Background: an optimization exercise with open tools, aiming at small area, a short achievable clock period and few clock cycles. Do not read the settings as production practice. The RTL was checked by simulation tests, not by an equivalence proof against the original design. The flow treats the clock pin as an ideal source. Dropping or thinning the clock tree relies on that and would not hold on a real chip. Power is estimated from default activity; no workload was simulated.

## btcp_rx_check
module btcp_rx_check (
    input  wire        clk,
    input  wire        rst,
    input  wire        in_valid,
    output wire        in_ready,
    input  wire [31:0] in_data,
    input  wire        in_last,
    input  wire [2:0]  in_nbytes,    
    output wire        res_valid,
    input  wire        res_ready,
    output wire [1:0]  res_status,   
    output wire [15:0] res_seq,
    output wire [15:0] res_ack,
    output wire [7:0]  res_flags,
    output wire [7:0]  res_win,
    output wire [15:0] res_dlen,
    output wire [15:0] res_csum,     
    output wire [15:0] res_calc,     
    output wire        res_csum_ok,
    output wire [2:0]  res_type,
    output wire [9:0]  res_plen
);
    function [15:0] crc_x32;
        input [15:0] v;
        reg   [15:0] c;
        integer k;
        begin
            c = 16'h0000;
            for (k = 15; k >= 0; k = k - 1)
                c = (c[15] ^ v[k]) ? ({c[14:0], 1'b0} ^ 16'h1021)
                                   : {c[14:0], 1'b0};
            for (k = 0; k < 16; k = k + 1)
                c = c[15] ? ({c[14:0], 1'b0} ^ 16'h1021) : {c[14:0], 1'b0};
            crc_x32 = c;
        end
    endfunction
    function [15:0] crc_x8;
        input [15:0] v;
        reg   [15:0] c;
        integer k;
        begin
            c = v;
            for (k = 0; k < 8; k = k + 1)
                c = c[15] ? ({c[14:0], 1'b0} ^ 16'h1021) : {c[14:0], 1'b0};
            crc_x8 = c;
        end
    endfunction
    function [15:0] crc_d8;
        input [15:0] v;
        reg   [15:0] c;
        integer k;
        begin
            c = v;
            for (k = 0; k < 8; k = k + 1)
                c = c[0] ? ({1'b0, c[15:1]} ^ 16'h8810) : {1'b0, c[15:1]};
            crc_d8 = c;
        end
    endfunction
    reg        rx;         
    reg        ub;         
    reg        eq;         
    reg        rv;         
    reg [1:0]  uc;         
    reg [1:0]  hp;         
    reg [7:0]  cnt;        
  ...
export LEC_CHECK = 0
export CAP_MARGIN = 20
export CORE_MARGIN = 2
export CORE_UTILIZATION = 40
export SETUP_SLACK_MARGIN = 3.8
export SLEW_MARGIN = 20
create_clock -name core_clock -period 6.0 [get_ports {clk}]
standard.sh (not shown) runs the stock make flow with config.mk's settings and CLKGATE_MAP_FILE= SYNTH_SCRIPT=/design/flow/synth_recipe.tcl, a recipe that flattens the netlist after the stock synthesis.
==> flow/flow/run.sh <==
#!/bin/bash
# The standard layout (standard.sh) with two changes: port buffers use
# a small buffer cell, and the CTS step is replaced by flow/cts.tcl, which
# builds a two-level clock tree (see flow/clock_tree.tcl) and then repairs
# timing as ORFS's CTS step does. Logs: standard_place.log, cts.log (and
# orfs/logs/.../4_1_cts.log), standard_finish.log, plus ORFS's own logs.
set -euo pipefail
ARGS=(BUFFER_PORTS_ARGS="-buffer_cell sky130_fd_sc_hd__buf_1")
bash standard.sh "${ARGS[@]}" place > standard_place.log 2>&1
FLOW_FLOW_DIR="$PWD/flow" bash standard.sh "${ARGS[@]}" run \
  RUN_SCRIPT="$PWD/flow/cts.tcl" RUN_LOG_NAME_STEM=4_1_cts > cts.log 2>&1
bash standard.sh "${ARGS[@]}" finish > standard_finish.log 2>&1
Other scripts of this flow, unchanged in this note and not shown: flow/flow/clock_tree.tcl, flow/flow/cts.tcl
Testbench counts at the start, summed over its fixed seeds: cycles 28,837.
Then changed:
--- a/flow/config.mk
+++ b/flow/config.mk
@@ -9,4 +9,5 @@
 export CORE_MARGIN = 2
 export CORE_UTILIZATION = 40
+export PLACE_DENSITY = 0.5
 export SETUP_SLACK_MARGIN = 3.8
 export SLEW_MARGIN = 20
Register-to-register slack gets better by 120 ps.
Setup slack improves by 53 ps.
Global-route usage rose by 0.58 points.
Utilization shrinks by 1.1 points.
Cell count is lower by about 1.2%.
Design area went down by 2.2%.
Sequential share of layout area grows by 1.0 points.
Power drops by 8.6%.
Routed wire length is about the same.
Synthesized cell count does not change.
Worst hold slack got worse by 10 ps.
No run of this note takes its clock network from TritonCTS; it comes from the design's own scripts or RTL.

========
== job 836 ==
The RTL this note starts from:
==> flow/design.v <==
module btcp_rx_check (
    input  wire        clk,
    input  wire        rst,
    input  wire        in_valid,
    output wire        in_ready,
    input  wire [31:0] in_data,
    input  wire        in_last,
    input  wire [2:0]  in_nbytes,    
    output wire        res_valid,
    input  wire        res_ready,
    output wire [1:0]  res_status,   
    output wire [15:0] res_seq,
    output wire [15:0] res_ack,
    output wire [7:0]  res_flags,
    output wire [7:0]  res_win,
    output wire [15:0] res_dlen,
    output wire [15:0] res_csum,     
    output wire [15:0] res_calc,     
    output wire        res_csum_ok,
    output wire [2:0]  res_type,
    output wire [9:0]  res_plen
);
    function [15:0] crc_x32;
        input [15:0] v;
        reg   [15:0] c;
        integer k;
        begin
            c = 16'h0000;
            for (k = 15; k >= 0; k = k - 1)
                c = (c[15] ^ v[k]) ? ({c[14:0], 1'b0} ^ 16'h1021)
                                   : {c[14:0], 1'b0};
            for (k = 0; k < 16; k = k + 1)
                c = c[15] ? ({c[14:0], 1'b0} ^ 16'h1021) : {c[14:0], 1'b0};
            crc_x32 = c;
        end
    endfunction
    function [15:0] crc_x8;
        input [15:0] v;
        reg   [15:0] c;
        integer k;
        begin
            c = v;
            for (k = 0; k < 8; k = k + 1)
                c = c[15] ? ({c[14:0], 1'b0} ^ 16'h1021) : {c[14:0], 1'b0};
            crc_x8 = c;
        end
    endfunction
    function [15:0] crc_d8;
        input [15:0] v;
        reg   [15:0] c;
        integer k;
        begin
            c = v;
            for (k = 0; k < 8; k = k + 1)
                c = c[0] ? ({1'b0, c[15:1]} ^ 16'h8810) : {1'b0, c[15:1]};
            crc_d8 = c;
        end
    endfunction
    reg        rx;         
    reg        ub;         
    reg        eq;         
    reg        rv;         
    reg [1:0]  uc;         
    reg [1:0]  hp;         
    reg [7:0]  cnt;        
    reg [1:0]  plo;        
    reg        big;        
    reg [15:0] sh;         
    reg [15:0] wr;         
    reg        wv;         
    reg        wf;         
    reg        wl;         
    reg [15:0] seq_r, ack_r, dlen_r, csum_r;
    reg [7:0]  flags_r, win_r;
    reg        ok_r;
    reg [2:0]  type_r;
    reg [1:0]  status_r;
    wire acc   = in_valid & rx;
    wire h0    = (hp == 2'd0);
    wire nb1   = ~in_nbytes[2] & ~in_nbytes[1];
    wire nb12  = ~in_nbytes[2] & ~(in_nbytes[1] & in_nbytes[0]);
    wire nb123 = ~in_nbytes[2];
    wire [15:0] dh = in_data[31:16] & {{8{hp != 2'd2}}, {8{(hp != 2'd2) & ~(in_last & nb1)}}};
    wire [15:0] dl = in_data[15:0]  & {{8{~(in_last & nb12)}}, {8{~(in_last & nb123)}}};
    wire [15:0] ms = crc_x32(sh);
    wire [15:0] wd = crc_x8(dh) ^ crc_d8(dl);
    wire [7:0] cbase = h0 ? 8'hFD : cnt;
    always @(posedge clk) begin
        wr <= wd;
        wf <= h0;
        wl <= in_last;
        if (rst) begin
            wv <= 1'b0;
            rx <= 1'b1;
            ub <= 1'b0;
            eq <= 1'b0;
            rv <= 1'b0;
            hp <= 2'd0;
        end else begin
            wv <= acc;
            if (acc) begin
                if (in_last) begin
                    rx <= 1'b0;
                    hp <= 2'd0;
                end else if (hp != 2'd3) begin
                    hp <= hp + 2'd1;
                end
            end
            if (wv & wl) begin
                ub <= (uc != 2'd0);
                eq <= (uc == 2'd0);
            end else if (ub) begin
                ub <= (uc != 2'd1);
                eq <= (uc == 2'd1);
            end else begin
                eq <= 1'b0;
            end
            if (eq)
                rv <= 1'b1;
            if (rv & res_ready) begin
                rv <= 1'b0;
                rx <= 1'b1;
            end
        end
    end
    wire        e0   = rx & (hp == 2'd0);
    wire        e1   = rx & (hp == 2'd1);
    wire        e2   = rx & (hp == 2'd2);
    wire        keep = ~(wv | ub);
    wire [7:0]  cinc  = cbase + 8'd1;
    wire        inc   = ~in_last | in_nbytes[2] | in_nbytes[1];
    wire [7:0]  cnext = (cinc & {8{inc}}) | (cbase & {8{~inc}});
    always @(posedge clk) begin
        sh <= (sh & {16{keep}}) | (((ms & {16{~wf}}) ^ wr) & {16{wv}})
            | (crc_x8(sh) & {16{ub}});
        if (acc) begin
            cnt <= cnext;
            big <= ~h0 & (big | (cnt == 8'd251 & ~in_last));
        end
        if (rx) begin
            plo <= {~in_nbytes[1], in_nbytes[0]};
            uc  <= in_nbytes[1:0] - 2'd1;
        end else if (ub) begin
            uc  <= uc - 2'd1;
        end
        if (e0) seq_r   <= in_data[31:16];
        if (e0) ack_r   <= in_data[15:0];
        if (e1) flags_r <= in_data[31:24];
        if (e1) win_r   <= in_data[23:16];
        if (e1) dlen_r  <= in_data[15:0];
        if (e2) csum_r  <= in_data[31:16];
        ok_r <= (sh == csum_r);
        case (flags_r)
        8'h02:   type_r <= 3'd1;
        8'h10:   type_r <= 3'd2;
        8'h01:   type_r <= 3'd3;
        8'h12:   type_r <= 3'd4;
        8'h11:   type_r <= 3'd5;
        default: type_r <= ({cnt, plo} != 10'd0) ? 3'd6 : 3'd0;
        endcase
        status_r <= big                           ? 2'd2 :
                    (cnt >= 8'hFD)                ? 2'd1 :
                    (cnt == 8'd252 && plo != 2'd0) ? 2'd2 : 2'd0;
    end
    assign in_ready    = rx;
    assign res_valid   = rv;
    assign res_status  = status_r;
    assign res_seq     = seq_r;
    assign res_ack     = ack_r;
    assign res_flags   = flags_r;
    assign res_win     = win_r;
    assign res_dlen    = dlen_r;
    assign res_csum    = csum_r;
    assign res_calc    = sh;
    assign res_csum_ok = ok_r;
    assign res_type    = type_r;
    assign res_plen    = {cnt, plo};
endmodule
==> flow/config.mk <==
export PLATFORM = sky130hd
export DESIGN_NAME = btcp_rx_check
export DESIGN_NICKNAME = btcp_rx_check
export VERILOG_FILES = /design/flow/design.v
export SDC_FILE = /design/flow/constraint.sdc
export NUM_CORES = 4
export LEC_CHECK = 0
export CAP_MARGIN = 20
export CORE_MARGIN = 2
export CORE_UTILIZATION = 40
export SETUP_SLACK_MARGIN = 3.8
export SLEW_MARGIN = 20
==> flow/constraint.sdc <==
create_clock -name core_clock -period 6.0 [get_ports {clk}]
set_input_delay 1.2000 -clock core_clock [delete_from_list [all_inputs] [get_ports {clk}]]
set_output_delay 1.2000 -clock core_clock [all_outputs]
set_load 0.01 [all_outputs]
Scripts as last shown in full above: flow/flow/run.sh
Other scripts of this flow, unchanged in this note and not shown: flow/flow/clock_tree.tcl, flow/flow/cts.tcl
Testbench counts of job 836, summed over its fixed seeds: cycles 28,837.
Input changes introduced in job 1532 (baseline for comparison: job 836):
Settings: changing CORE_UTILIZATION from 40 to 50.
Notes after the runs:
- When job 1532 is measured against job 836, its data required time at the worst endpoint turns out 1.22 ns higher.
- Job 1532 against job 836: sequential share of layout area shows an increase of 0.46 points; slack of the critical path shows a reduction of 0.077 ns; final area shows a reduction of about 1.1%.
- Die extent in y in job 1532 is about 10% lower than in job 836
- NOTE: clock group share of total power in job 1532 falls short of that of job 836
- Job 1532 completed every stage of the flow, and the final layout passed the timing, design-rule and antenna checks.
- Taking job 836 over job 1532, the routed wire length ratio works out to 1.08.
In every run of this note, the design's own scripts or RTL, not TritonCTS, make the clock network.

========
## build 67
btcp_rx_check, a different RTL version from the one above (not shown whole).
For scale: about 520 cells after synthesis, ~140 flip-flops, ~150 I/O pins, about 6500 um^2 of cells after synthesis.
Settings: LEC_CHECK=0, CAP_MARGIN=20, CORE_MARGIN=2, CORE_UTILIZATION=40, PLACE_DENSITY=0.5, SETUP_SLACK_MARGIN=3.85, SLEW_MARGIN=20; clock period 6.0 ns.
==> flow/flow/cts.tcl <==
# Replaces ORFS's CTS step (scripts/cts.tcl): the same steps, except that
# the clock tree is built by my_cts_build (clock_tree.tcl), two
# levels of buffers, instead of TritonCTS's H-tree.
utl::set_metrics_stage "cts__{}"
source $::env(SCRIPTS_DIR)/load.tcl
erase_non_stage_variables cts
load_design 3_place.odb 3_place.sdc

source $::env(FLOW_FLOW_DIR)/clock_tree.tcl
my_cts_build 4 2 sky130_fd_sc_hd__clkbuf_4 sky130_fd_sc_hd__clkbuf_16
global_connect
set_propagated_clock [all_clocks]

set_placement_padding -global \
  -left $::env(CELL_PAD_IN_SITES_DETAIL_PLACEMENT) \
  -right $::env(CELL_PAD_IN_SITES_DETAIL_PLACEMENT)
detailed_placement
estimate_parasitics -placement
report_clock_latency

repair_timing_helper
detailed_placement
check_placement -verbose

report_metrics 4 "cts final"
orfs_write_db $::env(RESULTS_DIR)/4_1_cts.odb
orfs_write_sdc $::env(RESULTS_DIR)/4_cts.sdc
Scripts as last shown in full above: flow/flow/run.sh
Other scripts of this flow, unchanged in this note and not shown: flow/flow/clock_tree.tcl
Build 67 | stages: all done | timing, DRC, antenna: all pass
Testbench counts of build 67, summed over its fixed seeds: cycles 28,837.
Input changes introduced in build 98 (baseline for comparison: build 67):
# build 67
export LEC_CHECK = 0
export CAP_MARGIN = 20
export CORE_MARGIN = 2
export CORE_UTILIZATION = 40
export PLACE_DENSITY = 0.5
export SETUP_SLACK_MARGIN = 3.85
export SLEW_MARGIN = 20
create_clock -name core_clock -period 6.0 [get_ports {clk}]
# build 98
export LEC_CHECK = 0
export CAP_MARGIN = 20
export CORE_MARGIN = 2
export CORE_UTILIZATION = 40
export SETUP_SLACK_MARGIN = 3.8
export SLEW_MARGIN = 20
create_clock -name core_clock -period 6.0 [get_ports {clk}]
-- flow/flow/cts.tcl --
<<< build 67, line 9
source $::env(FLOW_FLOW_DIR)/clock_tree.tcl
my_cts_build 4 2 sky130_fd_sc_hd__clkbuf_4 sky130_fd_sc_hd__clkbuf_16
global_connect
>>> build 98, line 9
source $::env(FLOW_FLOW_DIR)/clock_tree.tcl
my_cts_build 4 2 sky130_fd_sc_hd__clkbuf_8 sky130_fd_sc_hd__clkbuf_16
global_connect
==> comparison <==
Build 67 -> build 98: floorplan die height delta 0, exact match. Looking at type of the worst setup path, the register to register result is from build 98; the register to output pin one comes from build 67. As far as adder-cell share of the synthesized area goes, build 98 and build 67 are indistinguishable; the numbers are identical. Setup slack: build 98 less than build 67. In build 98, the worst setup slack after placement came out 0.011 ns below the value in build 67. Build 67 → build 98: power saw a decrease; part of the cycle the worst path needs saw an increase. Of the two values seen for worst setup path startpoint, sh[4] was produced by build 67 and sh[12] by build 98.
For build 38, these inputs were changed with respect to build 98:
# build 98
export LEC_CHECK = 0
export CAP_MARGIN = 20
export CORE_MARGIN = 2
export CORE_UTILIZATION = 40
export SETUP_SLACK_MARGIN = 3.8
export SLEW_MARGIN = 20
create_clock -name core_clock -period 6.0 [get_ports {clk}]
# build 38
export LEC_CHECK = 0
export CAP_MARGIN = 20
export CORE_MARGIN = 2
export CORE_UTILIZATION = 40
export PLACE_DENSITY = 0.5
export SETUP_SLACK_MARGIN = 3.9
export SLEW_MARGIN = 20
create_clock -name core_clock -period 6.0 [get_ports {clk}]
[summary]
- Build 38: done, clean on timing, DRC and antenna
- Between build 98 and build 38, static leakage power is lower for build 98, build 38 comes in above that.
- The run showing the greater sequential share of layout area is build 98.
- In build 38, total routing usage reported by global routing is higher than in build 98.
No run of this note takes its clock network from TritonCTS; it comes from the design's own scripts or RTL.

========
Setup of north:
btcp_rx_check, a different RTL version from the one above (not shown whole).
clock: 6.0 ns
lec_check: 0
cap_margin: 20
core_margin: 2
core_utilization: 40
place_density: 0.45
setup_slack_margin: 3.8
slew_margin: 20
==> flow/flow/cts.tcl <==
# Replaces ORFS's CTS step (scripts/cts.tcl): the same steps, except that
# the clock tree is built by my_cts_build (clock_tree.tcl), two
# levels of buffers, instead of TritonCTS's H-tree.
utl::set_metrics_stage "cts__{}"
source $::env(SCRIPTS_DIR)/load.tcl
erase_non_stage_variables cts
load_design 3_place.odb 3_place.sdc

source $::env(FLOW_FLOW_DIR)/clock_tree.tcl
my_cts_build 4 2 sky130_fd_sc_hd__clkbuf_8 sky130_fd_sc_hd__clkbuf_16
global_connect
set_propagated_clock [all_clocks]

set_placement_padding -global \
  -left $::env(CELL_PAD_IN_SITES_DETAIL_PLACEMENT) \
  -right $::env(CELL_PAD_IN_SITES_DETAIL_PLACEMENT)
detailed_placement
estimate_parasitics -placement
report_clock_latency

repair_timing_helper
detailed_placement
check_placement -verbose

report_metrics 4 "cts final"
orfs_write_db $::env(RESULTS_DIR)/4_1_cts.odb
orfs_write_sdc $::env(RESULTS_DIR)/4_cts.sdc
Scripts as last shown in full above: flow/flow/run.sh
Other scripts of this flow, unchanged in this note and not shown: flow/flow/clock_tree.tcl
Testbench counts of north, summed over its fixed seeds: cycles 28,837.
The following lists how south was set up differently from north:
- SETUP_SLACK_MARGIN now 3.9, was 3.8
- PLACE_DENSITY no longer set, was 0.45
--- a/flow/flow/cts.tcl
+++ b/flow/flow/cts.tcl
@@ -8,5 +8,5 @@
 
 source $::env(FLOW_FLOW_DIR)/clock_tree.tcl
-my_cts_build 4 2 sky130_fd_sc_hd__clkbuf_8 sky130_fd_sc_hd__clkbuf_16
+my_cts_build 4 2 sky130_fd_sc_hd__clkbuf_16 sky130_fd_sc_hd__clkbuf_16
 global_connect
 set_propagated_clock [all_clocks]
==> run summary <==
south finished all stages; the layout is clean.
Of north and south, the run reporting the lower total global routing track utilization was south.
Higher final critical path time including I/O delays and setup goes to north over south.
Looking at clock power, south sits about 12% above north.
Re fraction of final layout cells sized beyond drive strength 1: south is 8.7 points up on north.
As far as final number of max-transition violations goes, north and south are indistinguishable; the numbers are identical.
north -> south: design area increased by a few percent
What north reported for combinational power has to be multiplied by 1.11 to get the figure for south.
Between south and north, it is south whose register share of the cell area is lower, by 2.6 points.
Here is what was changed in the inputs of east compared with south.
- SETUP_SLACK_MARGIN: 3.9 -> 3.8
--- a/flow/flow/cts.tcl
+++ b/flow/flow/cts.tcl
@@ -8,5 +8,5 @@
 
 source $::env(FLOW_FLOW_DIR)/clock_tree.tcl
-my_cts_build 4 2 sky130_fd_sc_hd__clkbuf_16 sky130_fd_sc_hd__clkbuf_16
+my_cts_build 4 2 sky130_fd_sc_hd__clkbuf_8 sky130_fd_sc_hd__clkbuf_16
 global_connect
 set_propagated_clock [all_clocks]
Findings:
- east: growth of design area from synthesis to finish 8.1 points below south
- Proportion of power drawn by combinational gates, east and south: higher on south
- Summary: post-route cell area, east better than south
The inputs of west differ from those of east as listed below.
- SETUP_SLACK_MARGIN: 3.8 -> 3.85
- PLACE_DENSITY: unset -> 0.5
==> comparison <==
- west finished all stages; the layout is clean.
- The net total in the final layout in west was higher than what east gave.
- Re overall die area: no difference whatsoever between west and east.
- Higher global-route usage among west and east: west
- Summary of west over east: final critical-path required period decreased by 0.048 ns relative to the old numbers; worst hold slack went up.
- Between west and east, it is west whose routed via count is higher, by 0.43%.
- End of the critical path: res_calc[6] -> west, cnt[7] -> east
- The core of west is more densely filled than that of east.
- Relative area change from synthesis to final layout ended up 2.1 points higher on west than on east.
- Maximum clock frequency was higher in west than in east.
- Reported for west and east, flip-flop and latch count turned out identical to the last digit.
In every run of this note, the design's own scripts or RTL, not TritonCTS, make the clock network.

## static timing again, ports no longer ideal
Ports are ideal in the flow. The routed layouts listed here were re-timed in OpenROAD.
Step 1 (the two cells are an assumption about what drives the block):
set clk [get_ports {clk}]
set_driving_cell -lib_cell sky130_fd_sc_hd__clkbuf_16 $clk
set_driving_cell -lib_cell sky130_fd_sc_hd__buf_2 [delete_from_list [all_inputs] $clk]
Step 2 times the ports against the registers' clock, not the clock port: input delays grow and output delays shrink by t, the midpoint of the rising clock arrivals with the driver on.
Slacks: no drivers / after step 1 / after step 2; pairs: no drivers / after step 1.
run	t, ns	slack for setup (ns)	hold WS [ns]	worst data-port slew with drivers (ns)
the first run of note 1	0.344	3.776 / 3.767 / 3.541	0.481 / 0.481 / 0.481	0.05
the second run of note 1	0.352	3.829 / 3.760 / 3.553	0.471 / 0.471 / 0.471	0.04
job 836	0.356	3.802 / 3.715 / 3.501	0.482 / 0.482 / 0.482	0.06
job 1532	0.350	3.725 / 3.723 / 3.439	0.468 / 0.468 / 0.468	0.03
build 67	0.379	3.833 / 3.768 / 3.596	0.474 / 0.474 / 0.474	0.04
build 98	0.344	3.787 / 3.753 / 3.589	0.471 / 0.471 / 0.471	0.04
build 38	0.347	3.893 / 3.824 / 3.636	0.472 / 0.472 / 0.472	0.04
north	0.349	3.751 / 3.746 / 3.445	0.464 / 0.464 / 0.464	0.05
south	0.353	3.813 / 3.811 / 3.511	0.475 / 0.475 / 0.475	0.04
east	0.350	3.791 / 3.760 / 3.459	0.466 / 0.466 / 0.466	0.07
west	0.354	3.838 / 3.765 / 3.544	0.473 / 0.473 / 0.473	0.06
After both steps every run listed still meets setup and hold. For east, which loses most, drivers alone change the setup slack by -0.031 ns; drivers and shift together by -0.332 ns.
